This design comes from an exercise in tuning for small area, a short achievable clock period and few clock cycles per item on the open sky130 flow, not from production work. RTL that was checked went through simulation tests only; none was proved equivalent to the original. No functional check of the RTL was part of run 1.

## flow/design.v (module list and top-level ports; edited modules follow where they fit)
// module nco_waveform: 2224 lines
// module fa_cell: 4 lines
// module ha_cell: 4 lines
module nco_waveform (
    input  wire        clk,
    input  wire        rst,         
    input  wire        in_valid,
    output wire        in_ready,
    input  wire [31:0] p_in,
    input  wire [31:0] gain_in,
    input  wire [2:0]  wave_in,
    input  wire [31:0] rng_in,
    output reg         out_valid,
    output reg  [31:0] y_out,
    output reg  [31:0] rng_out
);
  // ...
==> flow/run.sh <==
#!/bin/bash
# synth_recipe.tcl (not shown) runs the flow's synth.tcl, then flattens the netlist and writes it again
# the make line also repeats each setting of config.mk as NAME=value (left out here)
make -C /OpenROAD-flow-scripts/flow DESIGN_CONFIG=/design/flow/config.mk WORK_HOME=/design/flow/orfs CLKGATE_MAP_FILE= SYNTH_SCRIPT=/design/flow/synth_recipe.tcl finish
==> flow/config.mk <==
export PLATFORM = sky130hd
export DESIGN_NAME = nco_waveform
export DESIGN_NICKNAME = nco_waveform
export VERILOG_FILES = /design/flow/design.v
export SDC_FILE = /design/flow/constraint.sdc
export NUM_CORES = 4
export LEC_CHECK = 0
export CAP_MARGIN = 50
export CORE_MARGIN = 2
export CORE_UTILIZATION = 50
export CTS_CLUSTER_DIAMETER = 100
export CTS_CLUSTER_SIZE = 30
export SLEW_MARGIN = 70
export SYNTH_HIERARCHICAL = 1
==> flow/constraint.sdc <==
create_clock -name core_clock -period 22.0 [get_ports {clk}]
set_input_delay 4.4000 -clock core_clock [delete_from_list [all_inputs] [get_ports {clk}]]
set_output_delay 4.4000 -clock core_clock [all_outputs]
set_load 0.01 [all_outputs]
==> flow_summary.yaml, run 1 <==
sta:
  finalClockSkew_ns: 0.0731
  setup_ws_ns: 15.98
placement:
  placedInstanceArea_um2: 52300
setup_path:
  path_cells: "clkdlybuf4s50_1"
  cp_slowest_cell: "clkdlybuf4s50_1"
  cp_max_fo: 1
  critPathMaxStageDelay_ns: 0.55
  start_kind: "flop"
  reg2reg_depth: 15
drt:
  vias: 34525
  drc_errors: 0
  vias_per_cell: 5.76
  drtIter0Drc: 2537
cts:
  cts.htree.levels: 1
  numCtsBuffers: 30
layout:
  inv_count: 153
  final_common_cell: "fa_1"
  area_growth_pct: 10.6
  numSequentialCells: 684
outcome:
  status: "complete, no violations"
floorplan:
  pin_count: 168
logic_synthesis:
  synth_compound_area_frac: 0.103
  synth_top_cells_by_area: "dfxtp_1 28%, fa_1 27%, and2_1 7.3%"
  ys_ff_latch: 684
==> run 2, diff against run 1 <==
--- a/flow/design.v
+++ b/flow/design.v
@@ -354,17 +354,19 @@
     wire        s_q25 = (pX >= D_MANT);
     wire [2:0]  s_rp  = (pep >= 8'd4) ? (s_q25 ? 3'd2 : 3'd1) : (3'd5 - pep[2:0]);
     wire [7:0]  s_evb = pep + {5'd0, s_rp} - 8'd3;
     reg [25:0] a1;                        
     reg        up1, is_tri1, sqf1, s_x01, s_zx1, is_saw1, nanp1;
     reg [2:0]  s_rp1;
     reg [7:0]  s_evb1;
     reg [31:0] g1, r1;
+    reg        gnz1;                      
     always @(posedge clk) begin
+        gnz1    <= (g0[30:23] != 8'd0);
         a1      <= is_saw ? s_q0 : (is_tri ? {1'b0, t_k} : (is_nz ? {2'b00, kk} : 26'd0));
         up1     <= is_tri & t_up & !t_big;
         is_tri1 <= is_tri;
         sqf1    <= is_sq & sq_pos;
         s_x01   <= pX[0];
         s_zx1   <= (p0 == 31'd0);
         s_rp1   <= s_rp;
         s_evb1  <= s_evb;
@@ -526,17 +528,19 @@
     wire        flip1  = is_tri1 ? tn_n[24] : sqf1;
     wire [23:0] tn_mag = tn_x[23] ? {1'b0, tn_x[22:0]} : (24'h800000 - {1'b0, tn_x[22:0]});
     wire        tn_z   = (tn_x == 24'h800000);
     wire        tn_s   = !tn_z && (!tn_x[23] ^ flip1);
     reg [24:0] a2;                        
     reg        c2, g2r, lo2, z2, sg2, is_saw2, nanp2;
     reg [7:0]  evb2;
     reg [31:0] g2, r2;
+    reg        gnz2;
     always @(posedge clk) begin
+        gnz2    <= gnz1;
         a2      <= is_saw1 ? b_sh : {1'b0, tn_mag};
         c2      <= b_c;
         g2r     <= b_g;
         lo2     <= b_lo1;
         z2      <= is_saw1 ? s_zx1 : tn_z;
         sg2     <= !is_saw1 && tn_s;
         is_saw2 <= is_saw1;
         evb2    <= s_evb1;
@@ -555,29 +559,31 @@
     end
     wire [24:0] e_n   = e_raw << e_lz;
     wire        e_z   = z2 || (e_raw == 25'd0);
     reg [23:0] m3;
     reg [7:0]  eb3;                       
     reg [4:0]  lz3;
     reg        z3, sg3, nanp3;
     reg [31:0] g3, r3;
+    reg        gnz3;
     always @(posedge clk) begin
+        gnz3  <= gnz2;
         m3    <= e_n[24:1];
         eb3   <= is_saw2 ? evb2 : 8'd128;
         lz3   <= e_lz;
         z3    <= e_z;
         sg3   <= sg2;
         nanp3 <= nanp2;
         g3    <= g2;
         r3    <= r2;
     end
     wire [7:0]  c_ge  = g3[30:23];
-    wire [23:0] c_gm  = {(c_ge != 8'd0), g3[22:0]};
-    wire [7:0]  c_gep = (c_ge == 8'd0) ? 8'd1 : c_ge;
+    wire [23:0] c_gm  = {gnz3, g3[22:0]};
+    wire [7:0]  c_gep = gnz3 ? c_ge : 8'd1;
     wire mc0 = c_gm[0] & m3[0];
     wire mc1 = c_gm[1] & m3[0];
     wire mc2 = c_gm[2] & m3[0];
     wire mc3 = c_gm[3] & m3[0];
     wire mc4 = c_gm[4] & m3[0];
     wire mc5 = c_gm[5] & m3[0];
     wire mc6 = c_gm[6] & m3[0];
     wire mc7 = c_gm[7] & m3[0];
==> flow_summary.yaml, run 2 <==
global_route:
  antenna_found_initial: 2
  gr-usage-all-layers: 0.267
  grt_first_pass_wirelength_um: 204000
  grt_max_degree: 52
  grt.overflow.total: 0
  grt_pass1_vias: 35012
setup_path:
  path_cells: "clkdlybuf4s50_1"
  critPathMaxStageDelay_ns: 0.60
  worstSetupPathType: "flop to output port"
  crit_required_ns: 17.60
  startpoint: "rng_out[10]"
  start_kind: "flop"
  worst_r2r_endpoint: "a1[23]"
  worstPathArrival_ns: 1.54
  critical_path.top_delay_family: "buffers and inverters"
  path_buf_inv: 1
  crit_path_end_kind: "output port"
  reg2reg_depth: 16
  r2r-start: "pxn0[20]"
  cp_slowest_cell: "clkdlybuf4s50_1"
  cp_max_fo: 1
  ff2ff_setup_slack_ns: 16.29
logic_synthesis:
  synth_warnings: 7
  synth_cell_types: 99
  synth-main-ff-cell: "dfxtp_1"
  synth_most_common_cell: "dfxtp_1"
  syn_inst: 4647
  syn-num-nets: 5622
  yosysSeqAreaShare: 0.285
  synth.largest_area_cell: "dfxtp_1"
  synth_top_cells_by_area: "dfxtp_1 28%, fa_1 27%, and2_1 7.0%"
  postSynthAreaPerCell_um2: 10.4
  synthTopCellsByCount: "687 x dfxtp_1, 657 x fa_1, 540 x and2_1, 312 x nand2_1, 229 x nor2_1"
  synth_top_cell_area_share: 0.285
  async_flop_share: 0
  ys_ff_latch: 687
  synth-edff-count: 0
  syn-cell-area_um2: 48300
cts:
  cts_sinks: 687
  root_buffer: "clkbuf_16"
  numCtsBuffers: 34
  cts.htree.levels: 2
  clkTransAtPathRegs_ns: 0.10
  insertion_delay_ns: 0.63
  cts_resized: 0
  holdBufCountCts: 0
  cts_tree: "done"
  clock_path_buffers: 3
  cts_setup_buffers: 0
floorplan:
  die_h_um: 315
  start_util: 0.502
  die_area_um2: 99100
  core_region_area_um2: 96300
  die_width_um: 315
  rows: 114
  pin_count: 168
sta:
  rsz0062_at_grt: "false"
  fmax_ghz: 0.168
  period_needed_ns: 5.94
  fin_hold_ws_ns: 0.316
  finalClockSkew_ns: 0.0377
  hold_viol_final: 0
  fin_tns_setup_ns: 0
  drv_slew: 0
  setup_viol: 0
  period_share: 0.270
drt:
  postRouteAntennaNets: 0
  vias_per_cell: 5.71
  wl_um: 131000
  drc_errors: 0
  first_pass_iters: 5
  vias: 34301
  drtIter0Drc: 2498
  wl_per_cell_um: 21.8
worst_hold_path:
  worstHoldPathCells: 0
  hold_path_class: "flop to flop"
  hold_path_startpoint: "r4[0]"
  holdPathEnd: "r5[0]"
layout:
  fin_area_um2: 53500
  final_cell_mix: "657 x fa_1, 632 x dfxtp_1, 540 x and2_1"
  area_growth_pct: 10.7
  drive_above_1_share: 0.0906
  stdcell_count: 6002
  final_common_cell: "fa_1"
  nNetsFinal: 5684
  finalCoreUtilization: 0.556
outcome:
  status: "complete, no violations"
placement:
  hpwl_um: 96300
  port_buffers: 165
  placedInstanceArea_um2: 52100
  dp.cells: 5945
  gp_congestion: 0.962
job:
  cap_violations: 0
## run 2: cell types whose count changed after synthesis, sizes merged, moves of 8 or more
| cell | previous run | this run |
|---|---|---|
| nand2 | 260 | 313 |
| o21a | 21 | 30 |
| nor2 | 274 | 229 |
| and2 | 566 | 542 |
| a31oi | 52 | 26 |
| o211ai | 26 | 35 |
| mux2 | 24 | 33 |
| mux2i | 124 | 104 |
| o22ai | 14 | 26 |
| a221o | 11 | 3 |
| o21ai | 196 | 222 |
| nor2b | 26 | 34 |
| a21oi | 201 | 188 |
| o2111ai | 2 | 10 |
## run 2: per-stage QoR
stage | worst slack [ns]
floorplan | 16.84
global placement | 15.82
detailed placement | 16.30
CTS | 16.00
global route | 15.98
finish | 16.06
## run 2: final cells by class
| type | instances | area (µm²) |
|---|---|---|
| Tap cell | 1276 | 1600 |
| Multi-Input combinational cell | 3563 | 33900 |
| Antenna cell | 3 | 7.51 |
| Sequential cell | 687 | 13800 |
| Fill cell | 8556 | 42800 |
| Timing Repair Buffer | 270 | 2470 |
| Clock inverter | 15 | 253 |
| Clock buffer | 35 | 855 |
| Inverter | 153 | 582 |
## run 2: how the worst max path moves through the flow
| stage | end | slack (ns) | cells after the start |
|---|---|---|---|
| after floorplan | ci4 | 16.84 | 20 |
| final | rng_out[10] | 16.06 | 1 |
| after CTS | rng_out[30] | 16.00 | 1 |
| after global placement | a1[23] | 15.82 | 17 |
| after global routing | a1[23] | 15.98 | 16 |
| after detailed placement | a1[23] | 16.30 | 16 |
## run 2: cell families (layout without fill, tap and decap cells)
family | count (synthesis) | count (layout) | synth area share
XOR/XNOR | 230 | 230 | 0.0436
buffers and inverters | 397 | 473 | 0.0319
AO/OA/AOI/OAI | 779 | 779 | 0.103
AND/OR/NAND/NOR | 1517 | 1517 | 0.167
flip-flops | 687 | 687 | 0.285
other | 1 | 4 | 0.0000776
multiplexers | 163 | 163 | 0.0414
adder cells (fa/ha/maj) | 873 | 873 | 0.328
## run 2: layer usage
layer | part of all wire | GRT usage | vias to the layer above
li1 | - | - | 15822
met1 | 0.41 | 0.348 | 17103
met2 | 0.49 | 0.456 | 1112
met3 | 0.057 | 0.0341 | 264
met4 | 0.040 | 0.0963 | 0
met5 | 0 | 0 | -
## run 2: modules after synthesis (local to each module, per instance)
module / flops+latches / cells inside / area, µm²
fa_cell: 0 / 1 / 20.0
ha_cell: 0 / 1 / 12.5
nco_waveform: 687 / 3945 / 34700
Testbench counts of run 2, summed over its fixed seeds: cycles 3,256, items 3,200.
==> run 3, diff against run 2 <==
==> flow/flow/run.sh (new file) <==
#!/bin/bash
# Layout: the standard flow (standard.sh, all steps unchanged), with the input and
# output port buffers that placement inserts made from sky130_fd_sc_hd__buf_2 cells.
# The make output goes to standard.log; ORFS's own per-step logs stay under orfs/logs/.
set -euo pipefail
export BUFFER_PORTS_ARGS="-buffer_cell sky130_fd_sc_hd__buf_2"
bash standard.sh finish > standard.log 2>&1
==> flow/standard.sh (new file) <==
#!/bin/bash
# synth_recipe.tcl (not shown) runs the flow's synth.tcl, then flattens the netlist and writes it again
# the make line also repeats each setting of config.mk as NAME=value (left out here)
make -C /OpenROAD-flow-scripts/flow DESIGN_CONFIG=/design/flow/config.mk WORK_HOME=/design/flow/orfs CLKGATE_MAP_FILE= SYNTH_SCRIPT=/design/flow/synth_recipe.tcl "${@:-finish}"
removed: flow/run.sh
==> flow_summary.yaml, run 3 <==
outcome:
  status: "complete, no violations"
sta:
  tightestPinTransition_ns: 0.488
  setup_ws_ns: 16.38
  fin_hold_ws_ns: 0.318
  rsz0062_at_grt: "false"
  hold_viol_final: 0
  period_share: 0.256
  period_needed_ns: 5.62
  drv_slew: 0
  relSlewSlack: 0.672
  setup_viol: 0
  fin_tns_setup_ns: 0
  finalClockSkew_ns: 0.0549
  fmax_ghz: 0.178
drt:
  vias: 34247
  vias_per_cell: 5.70
  wl_um: 131000
  drtIter0Drc: 2437
  first_pass_iters: 5
  postRouteAntennaNets: 0
  wl_per_cell_um: 21.8
  drc_errors: 0
setup_path:
  crit_path_end_kind: "flop"
  cp_slowest_cell: "fa_1"
  crit_path_frequent_cell: "fa_1"
  worstPathArrival_ns: 6.09
  worstSetupPathType: "flop to flop"
  cp_max_fo: 14
  crit_required_ns: 22.47
  critPathMaxStageDelay_ns: 0.59
  start_kind: "flop"
  path_cells: "buf_4 > clkinv_1 > nor2_1 > fa_1 > fa_1 > fa_1 > fa_1 > fa_1 > fa_1 > ha_1 > nor2b_1 > o21ai_0 > nand2b_1 > a21oi_1 > o41ai_1"
logic_synthesis:
  syn-num-nets: 5622
  postSynthAreaPerCell_um2: 10.4
  synth_simple_gate_area_frac: 0.167
  async_flop_share: 0
  synth.largest_area_cell: "dfxtp_1"
  synth_warnings: 7
  syn_inst: 4647
  yosysSeqAreaShare: 0.285
  synth_compound_area_frac: 0.103
  synthTopCellsByCount: "687 x dfxtp_1, 657 x fa_1, 540 x and2_1, 312 x nand2_1, 229 x nor2_1"
  ys_ff_latch: 687
  synth-edff-count: 0
  synth_top_family_by_area: "adder cells"
  synth_top_cell_area_share: 0.285
  muxShareOfSynthArea: 0.0414
  yosys.area_share.adder: 0.328
  syn-cell-area_um2: 48300
  synth_cell_types: 99
  synth_most_common_cell: "dfxtp_1"
  synth_xor_area_frac: 0.0436
  synth-main-ff-cell: "dfxtp_1"
  synth_top_cells_by_area: "dfxtp_1 28%, fa_1 27%, and2_1 7.0%"
floorplan:
  die_h_um: 315
  die_width_um: 315
  die_area_um2: 99100
  start_util: 0.502
  core_region_area_um2: 96300
  pin_count: 168
  rows: 114
layout:
  area_growth_pct: 9.15
  nNetsFinal: 5689
  fin_area_um2: 52700
  fillCellCount: 8560
  finalCoreUtilization: 0.548
  final_common_cell: "fa_1"
  drive_above_1_share: 0.125
  final_cell_mix: "657 x fa_1, 633 x dfxtp_1, 540 x and2_1"
placement:
  gp_congestion: 0.953
  dpl_worst_slack_ns: 16.36
  port_buffers: 165
  placedInstanceArea_um2: 51300
  hpwl_um: 95200
cts:
  clock_path_buffers: 3
  cts_tree: "done"
  root_buffer: "clkbuf_16"
  clkTransAtPathRegs_ns: 0.11
  cts_resized: 0
  insertion_delay_ns: 0.64
  cts_setup_buffers: 0
  numCtsBuffers: 34
  cts.htree.levels: 2
  cts_sinks: 687
  holdBufCountCts: 0
worst_hold_path:
  hold_path_class: "flop to flop"
global_route:
  grt_first_pass_wirelength_um: 204000
  gr-usage-all-layers: 0.267
  grt_max_degree: 52
  grt.overflow.total: 0
  grt_pass1_vias: 35017
  antenna_found_initial: 2
job:
  cap_violations: 0
run 3: area by class of cell:
class / instances / area (µm²) / share of cell area
timing repair buffer: 275 / 1660 / 0.0315
clock buffer: 37 / 862 / 0.0164
inverter: 153 / 583 / 0.0111
antenna: 2 / 5.00 / 0.0000949
clock inverter: 14 / 256 / 0.00487
tap: 1276 / 1600 / 0.0303
sequential: 687 / 13800 / 0.262
multi-input combinational: 3563 / 33900 / 0.643
run 3: through the flow:
| stage | cells |
|---|---|
| floorplan | 4647 |
| CTS | 6000 |
| global placement | 5915 |
| finish | 6007 |
| global route | 6005 |
| detailed placement | 5949 |
run 3: critical path: cells and delay by family (launching register included):
kind / cells / cell delay [ns]
AND/OR/NAND/NOR: 3 / 0.48
adder cells (fa/ha/maj): 7 / 3.39
buffers and inverters: 2 / 0.77
flip-flops: 1 / 0.47
AO/OA/AOI/OAI: 3 / 0.36
run 3: cell families (layout without fill, tap and decap cells):
| kind of cell | count (synthesis) | after routing |
|---|---|---|
| buf+inv | 397 | 479 |
| mux | 163 | 163 |
| other cells | 1 | 3 |
| fa+ha+maj | 873 | 873 |
| xor+xnor | 230 | 230 |
| simple gates | 1517 | 1517 |
| compound gates | 779 | 779 |
| flops | 687 | 687 |
run 3: path summary, 6_finish.rpt:
path	slack (ns)	endpoint	cells after the start	from
worst max register to register	16.38	ci4	15	g3[9]
worst max-delay path	16.38	ci4	15	g3[9]
worst min register to register	0.32	gnz3	0	gnz2
worst min-delay path	0.32	gnz3	0	gnz2
run 3: layer usage:
layer,vias to the layer above,GRT usage,part of all wire
met5,-,0,0
met3,272,0.0350,0.059
met1,16990,0.350,0.41
li1,15826,-,-
met2,1159,0.448,0.48
met4,0,0.105,0.045
run 3: per-module statistics from Yosys, one instance, submodules excluded:
module	cell area, µm²	cells inside
nco_waveform	34700	3945
ha_cell	12.5	1
fa_cell	20.0	1

==> static timing again, ports no longer ideal <==
Ports are ideal in the flow. The routed layouts listed here were re-timed in OpenROAD. Step 1, drivers: a clkbuf_16 drives clk and a buf_2 each remaining input, both assumed. Step 2 moves the port delays by t, midway between the first and last clock arrival at a register: inputs arrive t later, outputs are due t later. That takes back most of the time a late clock gives input paths. Slacks: ideal ports / drivers / drivers and shift; pairs: ideal ports / drivers.
run | shift t [ns] | slack for setup (ns) | hold WS [ns] | worst setup path at the end | slew at the worst register clock pin (ns)
run 1 | 0.726 | 15.976 / 15.906 / 16.019 | 0.288 / 0.288 / 0.288 | register to register | 0.11 / 0.11
run 2 | 0.674 | 16.062 / 15.995 / 16.294 | 0.316 / 0.316 / 0.316 | register to register | 0.11 / 0.11
run 3 | 0.674 | 16.378 / 16.378 / 16.378 | 0.318 / 0.318 / 0.318 | register to register | 0.11 / 0.11
After both steps every run listed still meets setup and hold.
